What follows belongs to an exercise in optimizing a design on an open flow for small area, a short achievable clock period and few clock cycles; a production flow would make more cautious choices.
The RTL was checked by simulation tests, not by an equivalence proof against the original design.
Power and IR drop assume default switching activity.

--- flow/config.mk ---
export PLATFORM = sky130hd
export DESIGN_NAME = oss_framer
export DESIGN_NICKNAME = oss_framer
export VERILOG_FILES = /design/flow/design.v
export SDC_FILE = /design/flow/constraint.sdc
export NUM_CORES = 4
export LEC_CHECK = 0
export CAP_MARGIN = 20
export CORE_MARGIN = 2
export CORE_UTILIZATION = 40
export SLEW_MARGIN = 20
--- flow/run.sh ---
#!/bin/bash
# synth_recipe.tcl (not shown) runs the flow's synth.tcl, then flattens the netlist and writes it again
# the make line also repeats each setting of config.mk as NAME=value (left out here)
make -C /OpenROAD-flow-scripts/flow DESIGN_CONFIG=/design/flow/config.mk WORK_HOME=/design/flow/orfs CLKGATE_MAP_FILE= SYNTH_SCRIPT=/design/flow/synth_recipe.tcl finish
--- flow/design.v ---
module oss_framer (
    input  wire        clk,
    input  wire        rst,
    input  wire        host_req,
    input  wire        host_we,
    input  wire [15:0] host_addr,
    input  wire [7:0]  host_wdata,
    output wire        host_ack,
    output reg  [7:0]  host_rdata,
    input  wire        rx_valid,
    input  wire [7:0]  rx_data,
    input  wire        rdy_in,
    output wire        tx_valid,
    output wire [7:0]  tx_data
);
    localparam [7:0] PREFIX0          = 8'hAA;
    localparam [7:0] PREFIX1          = 8'h55;
    localparam [7:0] FC_HELLO         = 8'h01;
    localparam [7:0] FC_STANDBY       = 8'h02;
    localparam [7:0] FC_GETSENSORID   = 8'h03;
    localparam [7:0] FC_GETWAVELENGTH = 8'h04;
    localparam [7:0] FC_ACQSPECTRUM   = 8'h05;
    localparam [7:0] FC_GETSPECTRUM   = 8'h06;
    localparam [7:0] FC_ACQXYZ        = 8'h07;
    localparam [7:0] FC_GETXYZ        = 8'h08;
    localparam [7:0] FC_UNKNOWN       = 8'hFF;
    localparam integer CMD_CAP   = 16;
    localparam integer RET_CAP   = 64;
    localparam integer R_STANDBY = 5;
    localparam [15:0] A_OP        = 16'h000;
    localparam [15:0] A_STATUS    = 16'h001;
    localparam [15:0] A_ERR       = 16'h002;
    localparam [15:0] A_ARG_FC    = 16'h003;
    localparam [15:0] A_ARG_UC    = 16'h004;
    localparam [15:0] A_ARG_L     = 16'h005;
    localparam [15:0] A_ARG_R_LO  = 16'h006;
    localparam [15:0] A_ARG_R_HI  = 16'h007;
    localparam [15:0] A_ARG_FLAGS = 16'h008;
    localparam [15:0] A_ARG_IT_LO = 16'h009;
    localparam [15:0] A_ARG_IT_HI = 16'h00A;
    localparam [15:0] A_ARG_AVG   = 16'h00B;
    localparam [15:0] A_ARG_AE    = 16'h00C;
    localparam [15:0] A_FWD_DATA  = 16'h00D;
    localparam [15:0] A_FWD_CUR   = 16'h00E;
    localparam [15:0] A_ASYNC_FC  = 16'h00F;
    localparam [15:0] A_LAST_FC   = 16'h010;
    localparam [15:0] A_LAST_UC   = 16'h011;
    localparam [15:0] A_LAST_L    = 16'h012;
    localparam [15:0] A_RET_SZ_LO = 16'h013;
    localparam [15:0] A_RET_SZ_HI = 16'h014;
    localparam [15:0] A_RX_CNT_LO = 16'h015;
    localparam [15:0] A_RX_CNT_HI = 16'h016;
    localparam [15:0] A_CS_DATA   = 16'h017;
    localparam [15:0] A_CS_SUM    = 16'h018;
    localparam [15:0] A_CS_CHK    = 16'h019;
    localparam [7:0] OP_NOP      = 8'h00;
    localparam [7:0] OP_INIT     = 8'h01;
    localparam [7:0] OP_BUILD    = 8'h02;
    localparam [7:0] OP_PAYLOAD  = 8'h03;
    localparam [7:0] OP_XMIT     = 8'h04;
    localparam [7:0] OP_VALIDATE = 8'h05;
    localparam [7:0] OP_RESTORE  = 8'h06;
    localparam [7:0] OP_SYNTH_SB = 8'h07;
    localparam [7:0] OP_RET_CLR  = 8'h08;
    localparam [7:0] OP_RDY_CLR  = 8'h09;
    localparam [7:0] OP_POLL     = 8'h0A;
    localparam [7:0] OP_FWDDRAIN = 8'h0B;
    localparam [7:0] OP_CS_CLR   = 8'h0C;
    localparam [7:0] E_NONE     = 8'h00;
    localparam [7:0] E_CHECKSUM = 8'h01;
    localparam [7:0] E_HEADER   = 8'h02;
    localparam [7:0] E_TIMEOUT  = 8'h03;
    localparam [7:0] E_BADLEN   = 8'h10;
    localparam [7:0] E_ILLEGAL  = 8'h11;
    reg [7:0]  arg_fc, arg_uc, arg_l, arg_avg, arg_ae;
    reg [15:0] arg_r, arg_it;
    reg [1:0]  arg_flags;
    reg [7:0]  err;
    reg [7:0]  fcur;
    reg        ffilled, rdy_flag, ok, fetch_due, drained;
    reg [7:0]  async_fc, last_fc, last_uc, last_l;
    reg [15:0] ret_size, rx_cnt;
    reg [7:0]  cs_acc;
    reg [8*CMD_CAP-1:0] cmd;
    reg [8*CMD_CAP-1:0] bak;
    reg [8*CMD_CAP-1:0] fbuf;
    reg [8*RET_CAP-1:0] ret;
    reg        rdy_q;       
    reg        sending;     
    reg [7:0]  tx_idx;      
    function [7:0] fwd_len;
        input [7:0] fc;
        begin
            if (fc == FC_HELLO || fc == FC_STANDBY ||
                fc == FC_GETSENSORID || fc == FC_GETWAVELENGTH)
                fwd_len = 8'd5;
            else if (fc == FC_ACQSPECTRUM || fc == FC_ACQXYZ)
                fwd_len = 8'd10;
            else
                fwd_len = 8'd0;     
        end
    endfunction
    wire wr = host_req &  host_we;
    wire rd = host_req & ~host_we;
    wire is_cmd_win = (host_addr[15:8] == 8'h01) && (host_addr[7:0] < CMD_CAP);
    wire is_fwd_win = (host_addr[15:8] == 8'h02) && (host_addr[7:0] < CMD_CAP);
    wire is_ret_win = (host_addr[15:8] == 8'h04) && (host_addr[7:0] < RET_CAP);
    wire op_write   = wr && (host_addr == A_OP);
    wire [7:0] op   = host_wdata;
    wire xmit_long  = op_write && (op == OP_XMIT) && (last_l != 8'd0);
    wire last_tx    = sending && (tx_idx == last_l - 8'd1);
    assign host_ack = host_req && (sending ? last_tx : !xmit_long);
    assign tx_valid = sending;
    assign tx_data  = cmd[tx_idx*8 +: 8];
    reg [7:0] build_sum;
    integer bi;
    always @(*) begin
        build_sum = PREFIX0 + PREFIX1 + arg_fc + arg_uc;
        for (bi = 4; bi < CMD_CAP - 1; bi = bi + 1)
            build_sum = build_sum + ((bi < arg_l - 1) ? cmd[bi*8 +: 8] : 8'd0);
    end
    wire [7:0] build_chk = 8'd0 - build_sum;
    reg [7:0] ret_sum;
    integer vi;
    always @(*) begin
        ret_sum = 8'd0;
        for (vi = 0; vi < RET_CAP; vi = vi + 1)
            ret_sum = ret_sum + ((vi < arg_r) ? ret[vi*8 +: 8] : 8'd0);
    end
    reg [7:0] fwd_sum;
    integer fi;
    always @(*) begin
        fwd_sum = host_wdata;
        for (fi = 0; fi < 10; fi = fi + 1)
            fwd_sum = fwd_sum + ((fi < fcur) ? fbuf[fi*8 +: 8] : 8'd0);
    end
    wire [7:0] sb_chk = 8'd0 - (PREFIX0 + PREFIX1 + FC_STANDBY + arg_uc);
    wire [7:0] status = { (async_fc != FC_UNKNOWN),
                          (ret_size != 16'd0),
                          (cs_acc == 8'd0),
                          drained, fetch_due, ok, rdy_flag, ffilled };
    always @(*) begin
        host_rdata = 8'h00;
        if (is_cmd_win)
            host_rdata = cmd[host_addr[3:0]*8 +: 8];
        else if (is_fwd_win)
            host_rdata = fbuf[host_addr[3:0]*8 +: 8];
        else if (is_ret_win)
            host_rdata = ret[host_addr[5:0]*8 +: 8];
        else begin
            case (host_addr)
                A_STATUS:    host_rdata = status;
                A_ERR:       host_rdata = err;
                A_ARG_FC:    host_rdata = arg_fc;
                A_ARG_UC:    host_rdata = arg_uc;
                A_ARG_L:     host_rdata = arg_l;
                A_ARG_R_LO:  host_rdata = arg_r[7:0];
                A_ARG_R_HI:  host_rdata = arg_r[15:8];
                A_ARG_FLAGS: host_rdata = {6'd0, arg_flags};
                A_ARG_IT_LO: host_rdata = arg_it[7:0];
                A_ARG_IT_HI: host_rdata = arg_it[15:8];
                A_ARG_AVG:   host_rdata = arg_avg;
                A_ARG_AE:    host_rdata = arg_ae;
                A_FWD_CUR:   host_rdata = fcur;
                A_ASYNC_FC:  host_rdata = async_fc;
                A_LAST_FC:   host_rdata = last_fc;
                A_LAST_UC:   host_rdata = last_uc;
                A_LAST_L:    host_rdata = last_l;
                A_RET_SZ_LO: host_rdata = ret_size[7:0];
                A_RET_SZ_HI: host_rdata = ret_size[15:8];
                A_RX_CNT_LO: host_rdata = rx_cnt[7:0];
                A_RX_CNT_HI: host_rdata = rx_cnt[15:8];
                A_CS_SUM:    host_rdata = cs_acc;
                A_CS_CHK:    host_rdata = 8'd0 - cs_acc;
                default:     host_rdata = 8'h00;
            endcase
        end
    end
    reg [7:0] n_fwd;     
    reg [7:0] fb1, fb2;  
    integer k;
    always @(posedge clk) begin
        if (rst) begin
            arg_fc    <= 8'd0;
            arg_uc    <= 8'd0;
            arg_l     <= 8'd0;
            arg_r     <= 16'd0;
            arg_flags <= 2'd0;
            arg_it    <= 16'd0;
            arg_avg   <= 8'd0;
            arg_ae    <= 8'd0;
            err       <= E_NONE;
            fcur      <= 8'd0;
            ffilled   <= 1'b0;
            rdy_flag  <= 1'b0;
            ok        <= 1'b0;
            fetch_due <= 1'b0;
            drained   <= 1'b0;
            async_fc  <= FC_UNKNOWN;
            last_fc   <= FC_UNKNOWN;
            last_uc   <= 8'd0;
            last_l    <= 8'd0;
            ret_size  <= 16'd0;
            rx_cnt    <= 16'd0;
            cs_acc    <= 8'd0;
            cmd       <= {8*CMD_CAP{1'b0}};
            bak       <= {8*CMD_CAP{1'b0}};
            fbuf      <= {8*CMD_CAP{1'b0}};
            ret       <= {8*RET_CAP{1'b0}};
            rdy_q     <= 1'b0;
            sending   <= 1'b0;
            tx_idx    <= 8'd0;
        end else begin
            rdy_q <= rdy_in;
            if (rx_valid && rx_cnt < RET_CAP) begin
                ret[rx_cnt*8 +: 8] <= rx_data;
                rx_cnt <= rx_cnt + 16'd1;
            end
            if (rdy_in && !rdy_q)
                rdy_flag <= 1'b1;
            if (sending) begin
                if (last_tx) begin
                    sending <= 1'b0;
                    tx_idx  <= 8'd0;
                end else begin
                    tx_idx  <= tx_idx + 8'd1;
                end
            end
            if (!sending && wr) begin
                if (is_cmd_win)
                    cmd[host_addr[3:0]*8 +: 8] <= host_wdata;
                case (host_addr)
                    A_ARG_FC:    arg_fc        <= host_wdata;
                    A_ARG_UC:    arg_uc        <= host_wdata;
                    A_ARG_L:     arg_l         <= host_wdata;
                    A_ARG_R_LO:  arg_r[7:0]    <= host_wdata;
                    A_ARG_R_HI:  arg_r[15:8]   <= host_wdata;
                    A_ARG_FLAGS: arg_flags     <= host_wdata[1:0];
                    A_ARG_IT_LO: arg_it[7:0]   <= host_wdata;
                    A_ARG_IT_HI: arg_it[15:8]  <= host_wdata;
                    A_ARG_AVG:   arg_avg       <= host_wdata;
                    A_ARG_AE:    arg_ae        <= host_wdata;
                    A_CS_DATA:   cs_acc <= cs_acc + host_wdata;
                    A_FWD_DATA: begin
                        if (!ffilled && !(fcur == 8'd0 && host_wdata != PREFIX0)
                            && fcur < CMD_CAP) begin
                            fbuf[fcur*8 +: 8] <= host_wdata;
                            fb1 = (fcur == 8'd1) ? host_wdata : fbuf[1*8 +: 8];
                            fb2 = (fcur == 8'd2) ? host_wdata : fbuf[2*8 +: 8];
                            n_fwd = fwd_len(fb2);
                            if (fcur + 8'd1 >= 8'd2 && fb1 != PREFIX1)
                                fcur <= 8'd0;                  
                            else if (fcur + 8'd1 >= 8'd3 && n_fwd == 8'd0)
                                fcur <= 8'd0;                  
                            else if (fcur + 8'd1 >= 8'd3 && fcur + 8'd1 == n_fwd) begin
                                fcur <= 8'd0;                  
                                if (fwd_sum == 8'd0)
                                    ffilled <= 1'b1;
                            end else
                                fcur <= fcur + 8'd1;           
                        end
                    end
                    A_OP: begin
                        case (op)
                            OP_NOP: err <= E_NONE;
                            OP_INIT: begin
                                arg_fc    <= 8'd0;
                                arg_uc    <= 8'd0;
                                arg_l     <= 8'd0;
                                arg_r     <= 16'd0;
                                arg_flags <= 2'd0;
                                arg_it    <= 16'd0;
                                arg_avg   <= 8'd0;
                                arg_ae    <= 8'd0;
                                err       <= E_NONE;
                                fcur      <= 8'd0;
                                ffilled   <= 1'b0;
                                rdy_flag  <= 1'b0;
                                ok        <= 1'b0;
                                fetch_due <= 1'b0;
                                drained   <= 1'b0;
                                async_fc  <= FC_UNKNOWN;
                                last_fc   <= FC_UNKNOWN;
                                last_uc   <= 8'd0;
                                last_l    <= 8'd0;
                                ret_size  <= 16'd0;
                                rx_cnt    <= 16'd0;
                                cs_acc    <= 8'd0;
                            end
                            OP_BUILD: begin
                                if (arg_l < 8'd5 || arg_l > CMD_CAP) begin
                                    err <= E_BADLEN;
                                end else begin
                                    cmd[0*8 +: 8] <= PREFIX0;
                                    cmd[1*8 +: 8] <= PREFIX1;
                                    cmd[2*8 +: 8] <= arg_fc;
                                    cmd[3*8 +: 8] <= arg_uc;
                                    cmd[(arg_l-1)*8 +: 8] <= build_chk;
                                    for (k = 0; k < CMD_CAP; k = k + 1) begin
                                        if (k == 0)
                                            bak[k*8 +: 8] <= PREFIX0;
                                        else if (k == 1)
                                            bak[k*8 +: 8] <= PREFIX1;
                                        else if (k == 2)
                                            bak[k*8 +: 8] <= arg_fc;
                                        else if (k == 3)
                                            bak[k*8 +: 8] <= arg_uc;
                                        else if (k == arg_l - 1)
                                            bak[k*8 +: 8] <= build_chk;
                                        else
                                            bak[k*8 +: 8] <= cmd[k*8 +: 8];
                                    end
                                    async_fc <= arg_flags[0] ? arg_fc : FC_UNKNOWN;
                                    rdy_flag <= 1'b0;
                                    last_fc  <= arg_fc;
                                    last_uc  <= arg_uc;
                                    last_l   <= arg_l;
                                    err      <= E_NONE;
                                end
                            end
                            OP_PAYLOAD: begin
                                cmd[4*8 +: 8] <= arg_it[7:0];
                                cmd[5*8 +: 8] <= arg_it[15:8];
                                cmd[6*8 +: 8] <= arg_avg;
                                cmd[7*8 +: 8] <= arg_ae;
                                cmd[8*8 +: 8] <= 8'h00;
                                err <= E_NONE;
                            end
                            OP_XMIT: begin
                                if (last_l == 8'd0) begin
                                    err <= E_BADLEN;
                                end else begin
                                    rx_cnt   <= 16'd0;
                                    ret_size <= 16'd0;
                                    ok       <= 1'b0;
                                    err      <= E_NONE;
                                    sending  <= 1'b1;
                                    tx_idx   <= 8'd0;
                                end
                            end
                            OP_VALIDATE: begin
                                if (arg_r < 16'd5 || arg_r > RET_CAP) begin
                                    err <= E_BADLEN;  ok <= 1'b0; ret_size <= 16'd0;
                                end else if (rx_cnt < arg_r) begin
                                    err <= E_TIMEOUT; ok <= 1'b0; ret_size <= 16'd0;
                                end else if (ret[0*8 +: 8] != PREFIX0 ||
                                             ret[1*8 +: 8] != PREFIX1 ||
                                             ret[2*8 +: 8] != last_fc ||
                                             ret[3*8 +: 8] != last_uc) begin
                                    err <= E_HEADER;  ok <= 1'b0; ret_size <= 16'd0;
                                end else if (ret_sum != 8'd0) begin
                                    err <= E_CHECKSUM; ok <= 1'b0; ret_size <= 16'd0;
                                end else begin
                                    err <= E_NONE;    ok <= 1'b1;
                                    ret_size <= arg_flags[1] ? 16'd0 : arg_r;
                                end
                            end
                            OP_RESTORE: begin
                                cmd <= bak;
                                err <= E_NONE;
                            end
                            OP_SYNTH_SB: begin
                                ret[0*8 +: 8] <= PREFIX0;
                                ret[1*8 +: 8] <= PREFIX1;
                                ret[2*8 +: 8] <= FC_STANDBY;
                                ret[3*8 +: 8] <= arg_uc;
                                for (k = 4; k < R_STANDBY - 1; k = k + 1)
                                    ret[k*8 +: 8] <= 8'h00;
                                ret[(R_STANDBY-1)*8 +: 8] <= sb_chk;
                                ret_size <= R_STANDBY;
                                ok  <= 1'b1;
                                err <= E_NONE;
                            end
                            OP_RET_CLR: begin
                                ret_size <= 16'd0;
                                err <= E_NONE;
                            end
                            OP_RDY_CLR: begin
                                rdy_flag <= 1'b0;
                                err <= E_NONE;
                            end
                            OP_POLL: begin
                                if (rdy_flag && (async_fc == FC_ACQSPECTRUM ||
                                                 async_fc == FC_ACQXYZ)) begin
                                    arg_fc    <= (async_fc == FC_ACQSPECTRUM) ?
                                                 FC_GETSPECTRUM : FC_GETXYZ;
                                    arg_uc    <= last_uc;
                                    arg_flags <= 2'd0;
                                    fetch_due <= 1'b1;
                                end else begin
                                    fetch_due <= 1'b0;
                                end
                                err <= E_NONE;
                            end
                            OP_FWDDRAIN: begin
                                if (ffilled) begin
                                    n_fwd = fwd_len(fbuf[2*8 +: 8]);
                                    for (k = 0; k < 10; k = k + 1)
                                        if (k < n_fwd)
                                            cmd[k*8 +: 8] <= fbuf[k*8 +: 8];
                                    ffilled <= 1'b0;
                                    arg_fc  <= fbuf[2*8 +: 8];
                                    arg_uc  <= fbuf[3*8 +: 8];
                                    arg_l   <= n_fwd;
                                    drained <= 1'b1;
                                end else begin
                                    drained <= 1'b0;
                                end
                                err <= E_NONE;
                            end
                            OP_CS_CLR: begin
                                cs_acc <= 8'd0;
                                err <= E_NONE;
                            end
                            default: err <= E_ILLEGAL;
                        endcase
                    end
                    default: ;
                endcase
            end
        end
    end
endmodule
--- flow/constraint.sdc ---
create_clock -name core_clock -period 16.0 [get_ports {clk}]
set_input_delay 3.2000 -clock core_clock [delete_from_list [all_inputs] [get_ports {clk}]]
set_output_delay 3.2000 -clock core_clock [all_outputs]
set_load 0.01 [all_outputs]
==> impl_summary.log <==
INFO  metric status = complete, no violations
INFO  metric vias_in_the_first_global_route = about 67000
INFO  metric setup_violations = 0
INFO  metric ioPinCount = 56
INFO  metric cp_data_required_time = 12800 ps
INFO  metric first_pass_iters = 9
INFO  metric post_synth_most_frequent_cells = sky130_fd_sc_hd__nand2_1, sky130_fd_sc_hd__dfxtp_1, sky130_fd_sc_hd__nor2_1
INFO  metric worstSetupEndpoint = host_rdata[5]
INFO  metric fin_tns_setup = 0 ps
INFO  metric max_cap_viol_count = 0
INFO  metric placementRows = about 160
INFO  metric finalNetCount = roughly 9000
INFO  metric final_hold_slack = ~460 ps
INFO  metric critical_path.startpoint_type = input port
INFO  metric dpl-instance-area = slightly below 0.08 mm²
INFO  metric drt-initial-drc-count = ~9600
INFO  metric drt.antenna.violating_nets = 0
INFO  metric synth_area_per_cell = just under 9 µm²
INFO  metric p_per_area = approximately 80 mW/mm²
INFO  metric synth_top_cells_by_area = sky130_fd_sc_hd__dfxtp_1, sky130_fd_sc_hd__fa_1, sky130_fd_sc_hd__mux4_2, sky130_fd_sc_hd__nand2_1, sky130_fd_sc_hd__mux2i_1
INFO  metric critPathCaptureType = output pin
INFO  metric synthMostInstantiatedCell = sky130_fd_sc_hd__nand2_1
INFO  metric cpPeakStageDelay = 1000 ps
INFO  metric cts_htree_levels = 3
INFO  metric detailroute.wirelength.met2 = 154000 µm
INFO  metric fraction_of_the_cycle_the_final_worst_path_needs = around 74%
INFO  metric synthesis_warnings = 1
INFO  metric holdCritPathClass = register to register
INFO  metric dpl.hpwl = between 200000 and 250000 µm
INFO  metric timing_hold_violations_final = 0
INFO  metric postLayoutCoreUtil = between 40% and 50%
INFO  metric worst_skew_pair.late_latency = between 800 and 900 ps
INFO  metric crit-reg2reg-launch = arg_r[5]$_SDFFE_PP0P_
INFO  metric tritoncts_clock_tree = done
INFO  metric longest_clk_path_bufs = 3
INFO  metric vias = roughly 70000
INFO  metric cell_chain_critical_path = buf_8 -> buf_12 -> mux4_2 -> mux4_2 -> mux4_2 -> nor2b_1 -> o32ai_1 -> o21ai_0 -> clkdlybuf4s50_1
INFO  metric clock_sinks = approximately 1100
INFO  metric syn-cell-area = around 0.075 mm²
INFO  metric synth_fp_nets = 9300
INFO  metric power_leakage = between 0.02 and 0.03 µW
INFO  metric netlist-cell-type-count = 86
INFO  metric crit_path_max_fanout = 96
INFO  metric power.ir.vdd_worst = 0.150 mV
INFO  metric number_of_enable_type_register_cells_in_the_synthesized_netlist = 0
INFO  metric grt_overflow = 0
INFO  metric worstSetupStartpoint = host_addr[0]
INFO  metric die_area = 0.191 mm²
INFO  metric routed_via_density = 6.38
INFO  metric route.final.wire_length = 344000 µm
INFO  metric period_minus_slack = about 12000 ps
INFO  metric met3_length = ~32000 µm
INFO  metric worst_path_most_repeated_cell = sky130_fd_sc_hd__mux4_2
INFO  metric floorplan.core_area = 0.186 mm²
INFO  metric synth-main-ff-cell = sky130_fd_sc_hd__dfxtp_1
INFO  metric fraction_of_the_yosys_area_taken_by_sequential_cells = around 28%
INFO  metric synth.ff_latch_count = between 1000 and 1500
INFO  metric worst_reg_to_reg_path_cell_count = 28
INFO  metric m1WireLength = 129000 µm
INFO  metric grt.total_usage = 35.3%
INFO  metric area_delta_synth_final = 9.17%
INFO  metric place_congestion = around 1.0
INFO  metric postSynthCellCount = ~8600
INFO  metric slew_headroom = between 10 and 15%
INFO  metric grt_first_pass_wirelength = approximately 500000 µm
INFO  metric worst-slew-pin-transition = about 1300 ps
INFO  metric maxSlewViolCount = 0
INFO  metric cts_repair_resize_count = 0
INFO  metric critical_path.slowest_cell = sky130_fd_sc_hd__o32ai_1
INFO  metric critical_path.reg2reg.endpoint = ret_size[4]$_SDFFE_PP0P_
INFO  metric yosys.area.top_type_share = approximately 28%
INFO  metric antenna_found_initial = 12
INFO  metric die_h = 437 µm
INFO  metric cts.clk_slew.worst_paths = ~60 ps
INFO  metric setup.worst_path.class = input port to output pin
INFO  metric final_cell_area = 0.0819 mm²
INFO  metric cts_hold_repair_buffers = 0
INFO  metric synth_area_leader_cell = sky130_fd_sc_hd__dfxtp_1
INFO  metric place_worst_setup_slack = roughly 4400 ps
INFO  metric finalClockSkew = approximately 54 ps
INFO  metric cts_root_buffer = sky130_fd_sc_hd__clkbuf_16
INFO  metric cts-buffers-inserted = around 120
INFO  metric rsz0062_at_grt = no
INFO  metric largest_net_degree_at_the_start_of_global_routing = ~200
INFO  metric maxUsedRoutingLayer = met5
INFO  metric postSynth.asyncResetShare = 0%
INFO  metric post-route-worst-setup-slack = between 4000 and 5000 ps
INFO  metric drive_above_1_share = roughly 9%
INFO  metric floorplan.initialDensity = between 40% and 50%
INFO  metric die_x = 437 µm
INFO  metric port_buffers = 55
INFO  metric detail_route.drc_violations = 0
INFO  metric route.detailed.wl_per_inst = around 31 µm
INFO  metric postCtsSetupBuffers = 0
INFO  metric fmax = 0.0841 GHz
INFO  metric critical_path_arrival = ~8700 ps
INFO  metric timing.reg2reg.setup_slack = about 4400 ps
## worst min path at each step
stage | slack [ps] | cells after the start | start | endpoint
2_1_floorplan | 430 | 2 | bak[76]$_SDFFE_PP0P_ | bak[76]$_SDFFE_PP0P_
3_3_place_gp | 440 | 2 | bak[60]$_SDFFE_PP0P_ | bak[60]$_SDFFE_PP0P_
3_5_place_dp | 450 | 2 | bak[19]$_SDFFE_PP0P_ | bak[19]$_SDFFE_PP0P_
4_1_cts | 460 | 2 | bak[19]$_SDFFE_PP0P_ | bak[19]$_SDFFE_PP0P_
5_1_grt | 470 | 2 | bak[124]$_SDFFE_PP0P_ | bak[124]$_SDFFE_PP0P_
6_report | 460 | 2 | bak[60]$_SDFFE_PP0P_ | bak[60]$_SDFFE_PP0P_
## logic make-up after synthesis
logic type,after synthesis,share of synthesized area (%)
adder cells (fa/ha/maj),621,15.4
multiplexers,672,13.8
AND/OR/NAND/NOR,2986,18.0
buffers and inverters,1075,5.42
AO/OA/AOI/OAI,2011,16.4
XOR/XNOR,224,2.88
flip-flops,1053,28.1
## worst max-delay path: cells and delay by family
kind | cells | cell delay, ps
AO/OA/AOI/OAI | 2 | 1410
buffers and inverters | 3 | 1720
multiplexers | 3 | 1800
AND/OR/NAND/NOR | 1 | 170
## final cells by class
type / count / area, µm²
Fill cell: 18200 / 104000
Antenna cell: 9 / 22.5
Tap cell: 2480 / 3100
Clock buffer: 165 / 3470
Clock inverter: 58 / 702
Sequential cell: 1053 / 21100
Timing Repair Buffer: 219 / 1780
Inverter: 425 / 1600
Multi-Input combinational cell: 6514 / 50100
## power by group
part / internal [µW] / switching (µW)
Clock: 1710 / 1280
Combinational: 185 / 685
Sequential: 2630 / 16.4
Total: 4530 / 1980
## layout by cell type (no fill, tap or decap), drive strengths merged, types with 27 or more instances in the layout
master / instances
dfxtp: 1053
fa: 500
a32oi: 82
a22oi: 90
nor2: 906
buf: 179
o211ai: 39
xor2: 60
a211oi: 88
nand4: 59
o22ai: 36
a22o: 38
inv: 430
xnor2: 150
nand2: 1124
clkdlybuf4s50: 40
clkinv: 28
nand3: 120
ha: 120
mux4: 288
nor3: 100
and3: 33
mux2i: 376
a311oi: 41
and2: 396
nor4: 40
nand2b: 37
a222oi: 27
o21ai: 603
nor2b: 96
a221oi: 74
clkbuf: 165
a21oi: 703
## per-layer routing
layer  track usage, %  up-vias
met2             54.8     4435
met3             6.70     1133
met1             44.5    34500
met5                0        -
met4             23.5        8
li1                 -    29600
## state kept, by name (all words and copies together) (netlist names), 16 cells and up
register	cells
arg_r	16
rx_cnt	16
cmd	128
arg_it	16
bak	113
fbuf	128
ret	512
ret_size	16
## per-stage QoR
step                std cells  power [µW]
floorplan                8642        3100
global placement        10700        3520
detailed placement      10700        3530
CTS                     10900        6480
global route            10900        6620
finish                  10900        6500
Testbench counts, summed over its fixed seeds: cycles 380,384.

## re-timing with driven ports
In the flow no input, the clock included, has a driving cell. The finished layout below was timed again as built, in two steps.
Step 1: set_driving_cell puts a clkbuf_16 on clk and a buf_2 on each other input, an assumption about the parent block.
Step 2 moves the port delays by t, midway between the first and last clock arrival at a register: inputs arrive t later, outputs are due t later. That takes back most of the time a late clock gives input paths.
Three values: ideal, step 1, step 2; two values: the first two.
t (ns): 0.884
slack for setup (ns): 4.113 / 4.061 / 4.061
worst register clock-pin slew, ns: 0.07 / 0.07
worst data-port slew with drivers (ns): 0.06
After both steps setup and hold are still met in this run. For this run, drivers alone change the setup slack by -0.052 ns; drivers and shift together by -0.052 ns.
